Source: an optimization exercise on an open RTL-to-GDS flow (aim: a short achievable clock period and few clock cycles). Production flows keep margins and buffers that such runs may drop.

==> run C: inputs <==
==> flow/design.v (excerpt) <==
module crc32_engine (
    input  wire        clk,
    input  wire        rst,
    input  wire        cmd_valid,
    output wire        cmd_ready,
    input  wire [7:0]  cmd,
    input  wire [31:0] din,
    output wire [31:0] dout,
    output wire        err
);
export LEC_CHECK = 0
export ABC_CLOCK_PERIOD_IN_PS = 1000
export CAP_MARGIN = 20
export CORE_MARGIN = 2
export CORE_UTILIZATION = 40
export SETUP_SLACK_MARGIN = 5.0
export SLEW_MARGIN = 20
export SYNTH_HIERARCHICAL = 1
export TNS_END_PERCENT = 100
create_clock -name core_clock -period 6.0 [get_ports {clk}]
standard.sh (not shown) runs the stock make flow with config.mk's settings and CLKGATE_MAP_FILE= SYNTH_SCRIPT=/design/flow/synth_recipe.tcl, a recipe that flattens the netlist after the stock synthesis.
==> flow/flow/run.sh <==
#!/bin/bash
# Standard layout (the standard.sh, which runs the standard synthesis
# script), with more slow cells kept out of synthesis and repair: three-input
# XORs, high-stack OR/NOR/AND-OR cells and the like. Registers are untouched
# (flip-flops are mapped before ABC and none of them is in the list).
set -euo pipefail
PL=$(cat flow/platform_dont_use.txt)
EXTRA=$(cat flow/extra_dont_use.txt)
bash standard.sh "DONT_USE_CELLS=$PL $EXTRA" finish > standard.log 2>&1
Other scripts of this flow, unchanged in this note and not shown: flow/flow/extra_dont_use.txt, flow/flow/platform_dont_use.txt
==> run K: changes against run C <==
--- a/flow/design.v
+++ b/flow/design.v
@@ -31,18 +31,34 @@
     assign data[26] = idx[0] ^ idx[1] ^ idx[2] ^ idx[3] ^ idx[4] ^ idx[6] ^ idx[7];
     assign data[27] = idx[1] ^ idx[3] ^ idx[4] ^ idx[5] ^ idx[7];
     assign data[28] = idx[0] ^ idx[4] ^ idx[5] ^ idx[6];
     assign data[29] = idx[0] ^ idx[1] ^ idx[5] ^ idx[6] ^ idx[7];
     assign data[30] = idx[0] ^ idx[1] ^ idx[6] ^ idx[7];
     assign data[31] = idx[1] ^ idx[7];
 endmodule
-module crc32_t4 (
+module crc32_core (
     input  wire [31:0] x,
-    output wire [31:0] t
+    input  wire [31:0] y,
+    input  wire [31:0] din,
+    input  wire [1:0]  n,
+    input  wire        upd,
+    input  wire        set,
+    input  wire        keep,
+    input  wire [31:0] r,
+    input  wire [31:0] dout,
+    input  wire        rds,
+    input  wire        fin,
+    input  wire        d_keep,
+    output wire [31:0] s_in,
+    output wire [31:0] s_cur,
+    output wire [31:0] x_d,
+    output wire [31:0] d_d
 );
+    localparam [31:0] X_INIT = 32'h9226F562;   
+    wire [31:0] t;
     assign t[0] = x[0] ^ x[1] ^ x[2] ^ x[3] ^ x[4] ^ x[6] ^ x[7] ^ x[8] ^ x[16] ^ x[20] ^ x[22] ^ x[23] ^ x[26];
     assign t[1] = x[1] ^ x[2] ^ x[3] ^ x[4] ^ x[5] ^ x[7] ^ x[8] ^ x[9] ^ x[17] ^ x[21] ^ x[23] ^ x[24] ^ x[27];
     assign t[2] = x[0] ^ x[2] ^ x[3] ^ x[4] ^ x[5] ^ x[6] ^ x[8] ^ x[9] ^ x[10] ^ x[18] ^ x[22] ^ x[24] ^ x[25] ^ x[28];
     assign t[3] = x[1] ^ x[3] ^ x[4] ^ x[5] ^ x[6] ^ x[7] ^ x[9] ^ x[10] ^ x[11] ^ x[19] ^ x[23] ^ x[25] ^ x[26] ^ x[29];
     assign t[4] = x[2] ^ x[4] ^ x[5] ^ x[6] ^ x[7] ^ x[8] ^ x[10] ^ x[11] ^ x[12] ^ x[20] ^ x[24] ^ x[26] ^ x[27] ^ x[30];
     assign t[5] = x[0] ^ x[3] ^ x[5] ^ x[6] ^ x[7] ^ x[8] ^ x[9] ^ x[11] ^ x[12] ^ x[13] ^ x[21] ^ x[25] ^ x[27] ^ x[28] ^ x[31];
     assign t[6] = x[0] ^ x[2] ^ x[3] ^ x[9] ^ x[10] ^ x[12] ^ x[13] ^ x[14] ^ x[16] ^ x[20] ^ x[23] ^ x[28] ^ x[29];
@@ -67,14 +83,19 @@
     assign t[25] = x[1] ^ x[2] ^ x[6] ^ x[9] ^ x[10] ^ x[11] ^ x[17] ^ x[20] ^ x[23] ^ x[24] ^ x[25] ^ x[26] ^ x[27] ^ x[29] ^ x[30];
     assign t[26] = x[2] ^ x[3] ^ x[7] ^ x[10] ^ x[11] ^ x[12] ^ x[18] ^ x[21] ^ x[24] ^ x[25] ^ x[26] ^ x[27] ^ x[28] ^ x[30] ^ x[31];
     assign t[27] = x[0] ^ x[1] ^ x[2] ^ x[6] ^ x[7] ^ x[11] ^ x[12] ^ x[13] ^ x[16] ^ x[19] ^ x[20] ^ x[23] ^ x[25] ^ x[27] ^ x[28] ^ x[29] ^ x[31];
     assign t[28] = x[0] ^ x[4] ^ x[6] ^ x[12] ^ x[13] ^ x[14] ^ x[16] ^ x[17] ^ x[21] ^ x[22] ^ x[23] ^ x[24] ^ x[28] ^ x[29] ^ x[30];
     assign t[29] = x[0] ^ x[1] ^ x[5] ^ x[7] ^ x[13] ^ x[14] ^ x[15] ^ x[17] ^ x[18] ^ x[22] ^ x[23] ^ x[24] ^ x[25] ^ x[29] ^ x[30] ^ x[31];
     assign t[30] = x[3] ^ x[4] ^ x[7] ^ x[14] ^ x[15] ^ x[18] ^ x[19] ^ x[20] ^ x[22] ^ x[24] ^ x[25] ^ x[30] ^ x[31];
     assign t[31] = x[0] ^ x[1] ^ x[2] ^ x[3] ^ x[5] ^ x[6] ^ x[7] ^ x[15] ^ x[19] ^ x[21] ^ x[22] ^ x[25] ^ x[31];
+    wire [31:0] dmask = {{8{n[1] & n[0]}}, {8{n[1]}}, {8{n[1] | n[0]}}, 8'hFF};
+    assign s_cur = t ^ y;
+    assign s_in  = t ^ (y ^ (din & dmask));
+    assign x_d   = ({32{upd}} & s_in) | ({32{set}} & X_INIT) | ({32{keep}} & x);
+    assign d_d   = ({32{rds}} & s_cur) | ({32{fin}} & ~s_cur) | r | ({32{d_keep}} & dout);
 endmodule
 module crc32_fold (
     input  wire [31:0] w,
     input  wire [2:0]  f,
     input  wire [31:0] s_sv,
     input  wire        sres,
     output wire [31:0] r
@@ -175,36 +196,14 @@
     assign c3[28] = w[4] ^ w[5] ^ w[6] ^ w[8] ^ w[9] ^ w[13] ^ w[14] ^ w[15] ^ w[16] ^ w[20] ^ w[21] ^ w[22];
     assign c3[29] = w[5] ^ w[6] ^ w[7] ^ w[9] ^ w[10] ^ w[14] ^ w[15] ^ w[16] ^ w[17] ^ w[21] ^ w[22] ^ w[23];
     assign c3[30] = w[6] ^ w[7] ^ w[10] ^ w[11] ^ w[12] ^ w[14] ^ w[16] ^ w[17] ^ w[22] ^ w[23];
     assign c3[31] = w[7] ^ w[11] ^ w[13] ^ w[14] ^ w[17] ^ w[23];
     assign r = ({32{f[0]}} & c1) | ({32{f[1]}} & c2) | ({32{f[2]}} & c3) |
                ({32{sres}} & s_sv);
 endmodule
-module crc32_vin (
-    input  wire [31:0] din,
-    input  wire [1:0]  n,
-    input  wire [31:0] y,
-    output wire [31:0] v
-);
-    assign v = y ^ (din & {{8{n[1] & n[0]}}, {8{n[1]}}, {8{n[1] | n[0]}}, 8'hFF});
-endmodule
-module crc32_xnext (
-    input  wire [31:0] t,
-    input  wire [31:0] v,
-    input  wire [31:0] x,
-    input  wire        upd,
-    input  wire        set,
-    input  wire        keep,
-    output wire [31:0] s_in,
-    output wire [31:0] x_d
-);
-    localparam [31:0] X_INIT = 32'h9226F562;   
-    assign s_in = t ^ v;
-    assign x_d  = ({32{upd}} & s_in) | ({32{set}} & X_INIT) | ({32{keep}} & x);
-endmodule
 module crc32_ynext (
     input  wire [31:0] din,
     input  wire [31:0] r,
     input  wire [31:0] y,
     input  wire        load,
     input  wire        keep,
     output wire [31:0] y_d
@@ -216,28 +215,14 @@
     input  wire [31:0] d_sv,
     input  wire        rt,
     input  wire        dres,
     output wire [31:0] r
 );
     assign r = ({32{rt}} & t_rd) | ({32{dres}} & d_sv);
 endmodule
-module crc32_dnext (
-    input  wire [31:0] t,
-    input  wire [31:0] y,
-    input  wire [31:0] r,
-    input  wire [31:0] dout,
-    input  wire        rds,
-    input  wire        fin,
-    input  wire        keep,
-    output wire [31:0] s_cur,
-    output wire [31:0] d_d
-);
-    assign s_cur = t ^ y;
-    assign d_d = ({32{rds}} & s_cur) | ({32{fin}} & ~s_cur) | r | ({32{keep}} & dout);
-endmodule
 module crc32_sel (
     input  wire       cmd_valid,
     input  wire       ready,
     input  wire [2:0] op,         
     input  wire       rst,
     input  wire       rst_q,
     input  wire       keep_q,
@@ -334,25 +319,22 @@
         .d_rds(d_rds), .d_fin(d_fin), .d_rt(d_rt), .d_res(d_res), .d_keep(d_keep));
     wire keep_d, sres_d, dres_d, err_d, ready_d, rt_d;
     wire [2:0] fold_d;
     crc32_ctl u_ctl (
         .cmd_valid(cmd_valid), .ready(ready_q), .cmd(cmd), .rst(rst), .err_q(err_q),
         .keep_d(keep_d), .sres_d(sres_d), .dres_d(dres_d), .fold_d(fold_d),
         .err_d(err_d), .ready_d(ready_d), .rt_d(rt_d));
-    wire [31:0] t4, v, s_in, x_d, r_y, y_d, t_rd, r_d, s_cur, d_d;
-    crc32_t4    u_t4   (.x(x_q), .t(t4));
-    crc32_vin   u_vin  (.din(din), .n(cmd[1:0]), .y(y_q), .v(v));
-    crc32_xnext u_xn   (.t(t4), .v(v), .x(x_q), .upd(upd), .set(x_set), .keep(xy_keep),
-                        .s_in(s_in), .x_d(x_d));
+    wire [31:0] s_in, x_d, r_y, y_d, t_rd, r_d, s_cur, d_d;
+    crc32_core  u_core (.x(x_q), .y(y_q), .din(din), .n(cmd[1:0]), .upd(upd), .set(x_set),
+                        .keep(xy_keep), .r(r_d), .dout(dout_q), .rds(d_rds), .fin(d_fin),
+                        .d_keep(d_keep), .s_in(s_in), .s_cur(s_cur), .x_d(x_d), .d_d(d_d));
     crc32_fold  u_fold (.w(w_q), .f(fold_q), .s_sv(s_sv_q), .sres(sres_q), .r(r_y));
     crc32_ynext u_yn   (.din(din), .r(r_y), .y(y_q), .load(y_load), .keep(xy_keep), .y_d(y_d));
     crc32_rom   u_rom  (.idx(idx_q), .data(t_rd));
     crc32_dsrc  u_ds   (.t_rd(t_rd), .d_sv(d_sv_q), .rt(d_rt), .dres(d_res), .r(r_d));
-    crc32_dnext u_dn   (.t(t4), .y(y_q), .r(r_d), .dout(dout_q), .rds(d_rds), .fin(d_fin),
-                        .keep(d_keep), .s_cur(s_cur), .d_d(d_d));
     always @(posedge clk) begin
         idx_q   <= din[7:0];
         w_q     <= s_in;
         s_sv_q  <= s_cur;
         d_sv_q  <= dout_q;
         rst_q   <= rst;
         keep_q  <= keep_d;
Settings changed: SETUP_SLACK_MARGIN 5.0 to 4.6.
==> run H: changes against run C <==
Settings changed: SETUP_SLACK_MARGIN 5.0 to 4.6.
==> run B: changes against run C <==
--- a/flow/design.v
+++ b/flow/design.v
@@ -31,18 +31,34 @@
     assign data[26] = idx[0] ^ idx[1] ^ idx[2] ^ idx[3] ^ idx[4] ^ idx[6] ^ idx[7];
     assign data[27] = idx[1] ^ idx[3] ^ idx[4] ^ idx[5] ^ idx[7];
     assign data[28] = idx[0] ^ idx[4] ^ idx[5] ^ idx[6];
     assign data[29] = idx[0] ^ idx[1] ^ idx[5] ^ idx[6] ^ idx[7];
     assign data[30] = idx[0] ^ idx[1] ^ idx[6] ^ idx[7];
     assign data[31] = idx[1] ^ idx[7];
 endmodule
-module crc32_t4 (
+module crc32_core (
     input  wire [31:0] x,
-    output wire [31:0] t
+    input  wire [31:0] y,
+    input  wire [31:0] din,
+    input  wire [1:0]  n,
+    input  wire        upd,
+    input  wire        set,
+    input  wire        keep,
+    input  wire [31:0] r,
+    input  wire [31:0] dout,
+    input  wire        rds,
+    input  wire        fin,
+    input  wire        d_keep,
+    output wire [31:0] s_in,
+    output wire [31:0] s_cur,
+    output wire [31:0] x_d,
+    output wire [31:0] d_d
 );
+    localparam [31:0] X_INIT = 32'h9226F562;   
+    wire [31:0] t;
     assign t[0] = x[0] ^ x[1] ^ x[2] ^ x[3] ^ x[4] ^ x[6] ^ x[7] ^ x[8] ^ x[16] ^ x[20] ^ x[22] ^ x[23] ^ x[26];
     assign t[1] = x[1] ^ x[2] ^ x[3] ^ x[4] ^ x[5] ^ x[7] ^ x[8] ^ x[9] ^ x[17] ^ x[21] ^ x[23] ^ x[24] ^ x[27];
     assign t[2] = x[0] ^ x[2] ^ x[3] ^ x[4] ^ x[5] ^ x[6] ^ x[8] ^ x[9] ^ x[10] ^ x[18] ^ x[22] ^ x[24] ^ x[25] ^ x[28];
     assign t[3] = x[1] ^ x[3] ^ x[4] ^ x[5] ^ x[6] ^ x[7] ^ x[9] ^ x[10] ^ x[11] ^ x[19] ^ x[23] ^ x[25] ^ x[26] ^ x[29];
     assign t[4] = x[2] ^ x[4] ^ x[5] ^ x[6] ^ x[7] ^ x[8] ^ x[10] ^ x[11] ^ x[12] ^ x[20] ^ x[24] ^ x[26] ^ x[27] ^ x[30];
     assign t[5] = x[0] ^ x[3] ^ x[5] ^ x[6] ^ x[7] ^ x[8] ^ x[9] ^ x[11] ^ x[12] ^ x[13] ^ x[21] ^ x[25] ^ x[27] ^ x[28] ^ x[31];
     assign t[6] = x[0] ^ x[2] ^ x[3] ^ x[9] ^ x[10] ^ x[12] ^ x[13] ^ x[14] ^ x[16] ^ x[20] ^ x[23] ^ x[28] ^ x[29];
@@ -67,14 +83,19 @@
     assign t[25] = x[1] ^ x[2] ^ x[6] ^ x[9] ^ x[10] ^ x[11] ^ x[17] ^ x[20] ^ x[23] ^ x[24] ^ x[25] ^ x[26] ^ x[27] ^ x[29] ^ x[30];
     assign t[26] = x[2] ^ x[3] ^ x[7] ^ x[10] ^ x[11] ^ x[12] ^ x[18] ^ x[21] ^ x[24] ^ x[25] ^ x[26] ^ x[27] ^ x[28] ^ x[30] ^ x[31];
     assign t[27] = x[0] ^ x[1] ^ x[2] ^ x[6] ^ x[7] ^ x[11] ^ x[12] ^ x[13] ^ x[16] ^ x[19] ^ x[20] ^ x[23] ^ x[25] ^ x[27] ^ x[28] ^ x[29] ^ x[31];
     assign t[28] = x[0] ^ x[4] ^ x[6] ^ x[12] ^ x[13] ^ x[14] ^ x[16] ^ x[17] ^ x[21] ^ x[22] ^ x[23] ^ x[24] ^ x[28] ^ x[29] ^ x[30];
     assign t[29] = x[0] ^ x[1] ^ x[5] ^ x[7] ^ x[13] ^ x[14] ^ x[15] ^ x[17] ^ x[18] ^ x[22] ^ x[23] ^ x[24] ^ x[25] ^ x[29] ^ x[30] ^ x[31];
     assign t[30] = x[3] ^ x[4] ^ x[7] ^ x[14] ^ x[15] ^ x[18] ^ x[19] ^ x[20] ^ x[22] ^ x[24] ^ x[25] ^ x[30] ^ x[31];
     assign t[31] = x[0] ^ x[1] ^ x[2] ^ x[3] ^ x[5] ^ x[6] ^ x[7] ^ x[15] ^ x[19] ^ x[21] ^ x[22] ^ x[25] ^ x[31];
+    wire [31:0] dmask = {{8{n[1] & n[0]}}, {8{n[1]}}, {8{n[1] | n[0]}}, 8'hFF};
+    assign s_cur = t ^ y;
+    assign s_in  = t ^ (y ^ (din & dmask));
+    assign x_d   = ({32{upd}} & s_in) | ({32{set}} & X_INIT) | ({32{keep}} & x);
+    assign d_d   = ({32{rds}} & s_cur) | ({32{fin}} & ~s_cur) | r | ({32{d_keep}} & dout);
 endmodule
 module crc32_fold (
     input  wire [31:0] w,
     input  wire [2:0]  f,
     input  wire [31:0] s_sv,
     input  wire        sres,
     output wire [31:0] r
@@ -175,36 +196,14 @@
     assign c3[28] = w[4] ^ w[5] ^ w[6] ^ w[8] ^ w[9] ^ w[13] ^ w[14] ^ w[15] ^ w[16] ^ w[20] ^ w[21] ^ w[22];
     assign c3[29] = w[5] ^ w[6] ^ w[7] ^ w[9] ^ w[10] ^ w[14] ^ w[15] ^ w[16] ^ w[17] ^ w[21] ^ w[22] ^ w[23];
     assign c3[30] = w[6] ^ w[7] ^ w[10] ^ w[11] ^ w[12] ^ w[14] ^ w[16] ^ w[17] ^ w[22] ^ w[23];
     assign c3[31] = w[7] ^ w[11] ^ w[13] ^ w[14] ^ w[17] ^ w[23];
     assign r = ({32{f[0]}} & c1) | ({32{f[1]}} & c2) | ({32{f[2]}} & c3) |
                ({32{sres}} & s_sv);
 endmodule
-module crc32_vin (
-    input  wire [31:0] din,
-    input  wire [1:0]  n,
-    input  wire [31:0] y,
-    output wire [31:0] v
-);
-    assign v = y ^ (din & {{8{n[1] & n[0]}}, {8{n[1]}}, {8{n[1] | n[0]}}, 8'hFF});
-endmodule
-module crc32_xnext (
-    input  wire [31:0] t,
-    input  wire [31:0] v,
-    input  wire [31:0] x,
-    input  wire        upd,
-    input  wire        set,
-    input  wire        keep,
-    output wire [31:0] s_in,
-    output wire [31:0] x_d
-);
-    localparam [31:0] X_INIT = 32'h9226F562;   
-    assign s_in = t ^ v;
-    assign x_d  = ({32{upd}} & s_in) | ({32{set}} & X_INIT) | ({32{keep}} & x);
-endmodule
 module crc32_ynext (
     input  wire [31:0] din,
     input  wire [31:0] r,
     input  wire [31:0] y,
     input  wire        load,
     input  wire        keep,
     output wire [31:0] y_d
@@ -216,28 +215,14 @@
     input  wire [31:0] d_sv,
     input  wire        rt,
     input  wire        dres,
     output wire [31:0] r
 );
     assign r = ({32{rt}} & t_rd) | ({32{dres}} & d_sv);
 endmodule
-module crc32_dnext (
-    input  wire [31:0] t,
-    input  wire [31:0] y,
-    input  wire [31:0] r,
-    input  wire [31:0] dout,
-    input  wire        rds,
-    input  wire        fin,
-    input  wire        keep,
-    output wire [31:0] s_cur,
-    output wire [31:0] d_d
-);
-    assign s_cur = t ^ y;
-    assign d_d = ({32{rds}} & s_cur) | ({32{fin}} & ~s_cur) | r | ({32{keep}} & dout);
-endmodule
 module crc32_sel (
     input  wire       cmd_valid,
     input  wire       ready,
     input  wire [2:0] op,         
     input  wire       rst,
     input  wire       rst_q,
     input  wire       keep_q,
@@ -334,25 +319,22 @@
         .d_rds(d_rds), .d_fin(d_fin), .d_rt(d_rt), .d_res(d_res), .d_keep(d_keep));
     wire keep_d, sres_d, dres_d, err_d, ready_d, rt_d;
     wire [2:0] fold_d;
     crc32_ctl u_ctl (
         .cmd_valid(cmd_valid), .ready(ready_q), .cmd(cmd), .rst(rst), .err_q(err_q),
         .keep_d(keep_d), .sres_d(sres_d), .dres_d(dres_d), .fold_d(fold_d),
         .err_d(err_d), .ready_d(ready_d), .rt_d(rt_d));
-    wire [31:0] t4, v, s_in, x_d, r_y, y_d, t_rd, r_d, s_cur, d_d;
-    crc32_t4    u_t4   (.x(x_q), .t(t4));
-    crc32_vin   u_vin  (.din(din), .n(cmd[1:0]), .y(y_q), .v(v));
-    crc32_xnext u_xn   (.t(t4), .v(v), .x(x_q), .upd(upd), .set(x_set), .keep(xy_keep),
-                        .s_in(s_in), .x_d(x_d));
+    wire [31:0] s_in, x_d, r_y, y_d, t_rd, r_d, s_cur, d_d;
+    crc32_core  u_core (.x(x_q), .y(y_q), .din(din), .n(cmd[1:0]), .upd(upd), .set(x_set),
+                        .keep(xy_keep), .r(r_d), .dout(dout_q), .rds(d_rds), .fin(d_fin),
+                        .d_keep(d_keep), .s_in(s_in), .s_cur(s_cur), .x_d(x_d), .d_d(d_d));
     crc32_fold  u_fold (.w(w_q), .f(fold_q), .s_sv(s_sv_q), .sres(sres_q), .r(r_y));
     crc32_ynext u_yn   (.din(din), .r(r_y), .y(y_q), .load(y_load), .keep(xy_keep), .y_d(y_d));
     crc32_rom   u_rom  (.idx(idx_q), .data(t_rd));
     crc32_dsrc  u_ds   (.t_rd(t_rd), .d_sv(d_sv_q), .rt(d_rt), .dres(d_res), .r(r_d));
-    crc32_dnext u_dn   (.t(t4), .y(y_q), .r(r_d), .dout(dout_q), .rds(d_rds), .fin(d_fin),
-                        .keep(d_keep), .s_cur(s_cur), .d_d(d_d));
     always @(posedge clk) begin
         idx_q   <= din[7:0];
         w_q     <= s_in;
         s_sv_q  <= s_cur;
         d_sv_q  <= dout_q;
         rst_q   <= rst;
         keep_q  <= keep_d;
==> comparison table <==
quantity                                                                            run C                     run B                     run H                     run K
Unique cell type count in the Yosys netlist                                            41                        42                        41                        42
Initial Util                                                                       40.48%                    40.37%                    40.48%                    40.37%
Fin Hold WS                                                                      392.4 ps                  376.5 ps                  392.5 ps                  383.2 ps
Post-route fraction of the period consumed by the critical path                    42.90%                    41.09%                    45.37%                    39.80%
Vias in the first global route                                                      14019                     13303                     14015                     12948
Post-placement worst setup slack                                                  2671 ps                   2770 ps                   2671 ps                   2553 ps
Cell type of the slowest stage on the worst timing path          sky130_fd_sc_hd__dfxtp_4  sky130_fd_sc_hd__xnor2_1  sky130_fd_sc_hd__dfxtp_4  sky130_fd_sc_hd__xnor2_2
Run status                                                                 finished clean            finished clean            finished clean            finished clean
Routed WL                                                                        84.07 mm                  75.40 mm                  83.14 mm                  78.20 mm
Vias after detailed routing                                                         14781                     14002                     14670                     14017
Die width                                                                        193.5 um                  190.0 um                  193.5 um                  190.0 um
Total stage count of the critical path                                                  9                         7                         8                        10
Reg2reg start                                                             x_q[30]$_DFF_P_           w_q[20]$_DFF_P_            x_q[3]$_DFF_P_            x_q[0]$_DFF_P_
Hold_sp                                                                dout_q[20]$_DFF_P_        dout_q[19]$_DFF_P_        dout_q[20]$_DFF_P_        dout_q[13]$_DFF_P_
Die Footprint                                                               0.03744 sq mm             0.03611 sq mm             0.03744 sq mm             0.03611 sq mm
Top-area cell type share of the netlist area                                       29.27%                    30.37%                    29.27%                    30.37%
Global routing met3 resource utilization                                           7.636%                    8.541%                    7.636%                    7.969%
Sum of met2 wire segment lengths after detailed routing                          37.64 mm                  34.11 mm                  37.70 mm                  34.90 mm
Comb_multi_in                                                                        1149                      1131                      1149                      1129
Final critical-path required period                                               2574 ps                   2465 ps                   2722 ps                   2388 ps
Max-Slew Margin vs Limit                                                           57.01%                    38.56%                    56.53%                    59.59%
Area fraction in compound gates after synthesis                                    13.87%                    11.56%                    13.87%                    11.56%
Function was not checked in any run of this note: the RTL went through the layout flow alone.

port drivers added, routing unchanged:
The flow's constraints put no driver on any port. The routed layouts listed below were extracted and timed again, unchanged, in two steps. Step 1 (the two cells are an assumption about what drives the block):
set clk [get_ports {clk}]
set_driving_cell -lib_cell sky130_fd_sc_hd__clkbuf_16 $clk
set_driving_cell -lib_cell sky130_fd_sc_hd__buf_2 [delete_from_list [all_inputs] $clk]
Step 2 moves the port delays by t, midway between the first and last clock arrival at a register: inputs arrive t later, outputs are due t later. That takes back most of the time a late clock gives input paths. Three values: ideal ports, drivers, drivers and shift; two values: the first two.
run	t, ns	setup slack, ns	worst setup path at the end	slew at the worst register clock pin (ns)	worst data-port slew with drivers (ns)
run C	0.597	3.426 / 3.426 / 3.034	input to register	0.07 / 0.07	0.14
run K	0.592	3.612 / 3.612 / 3.257	input to register	0.07 / 0.07	0.08
run H	0.599	3.278 / 3.278 / 3.055	input to register	0.07 / 0.07	0.14
run B	0.587	3.535 / 3.535 / 3.386	input to register	0.07 / 0.07	0.07
After both steps every run listed still meets setup and hold. For run C, which loses most, drivers alone change the setup slack by 0.000 ns; drivers and shift together by -0.392 ns.
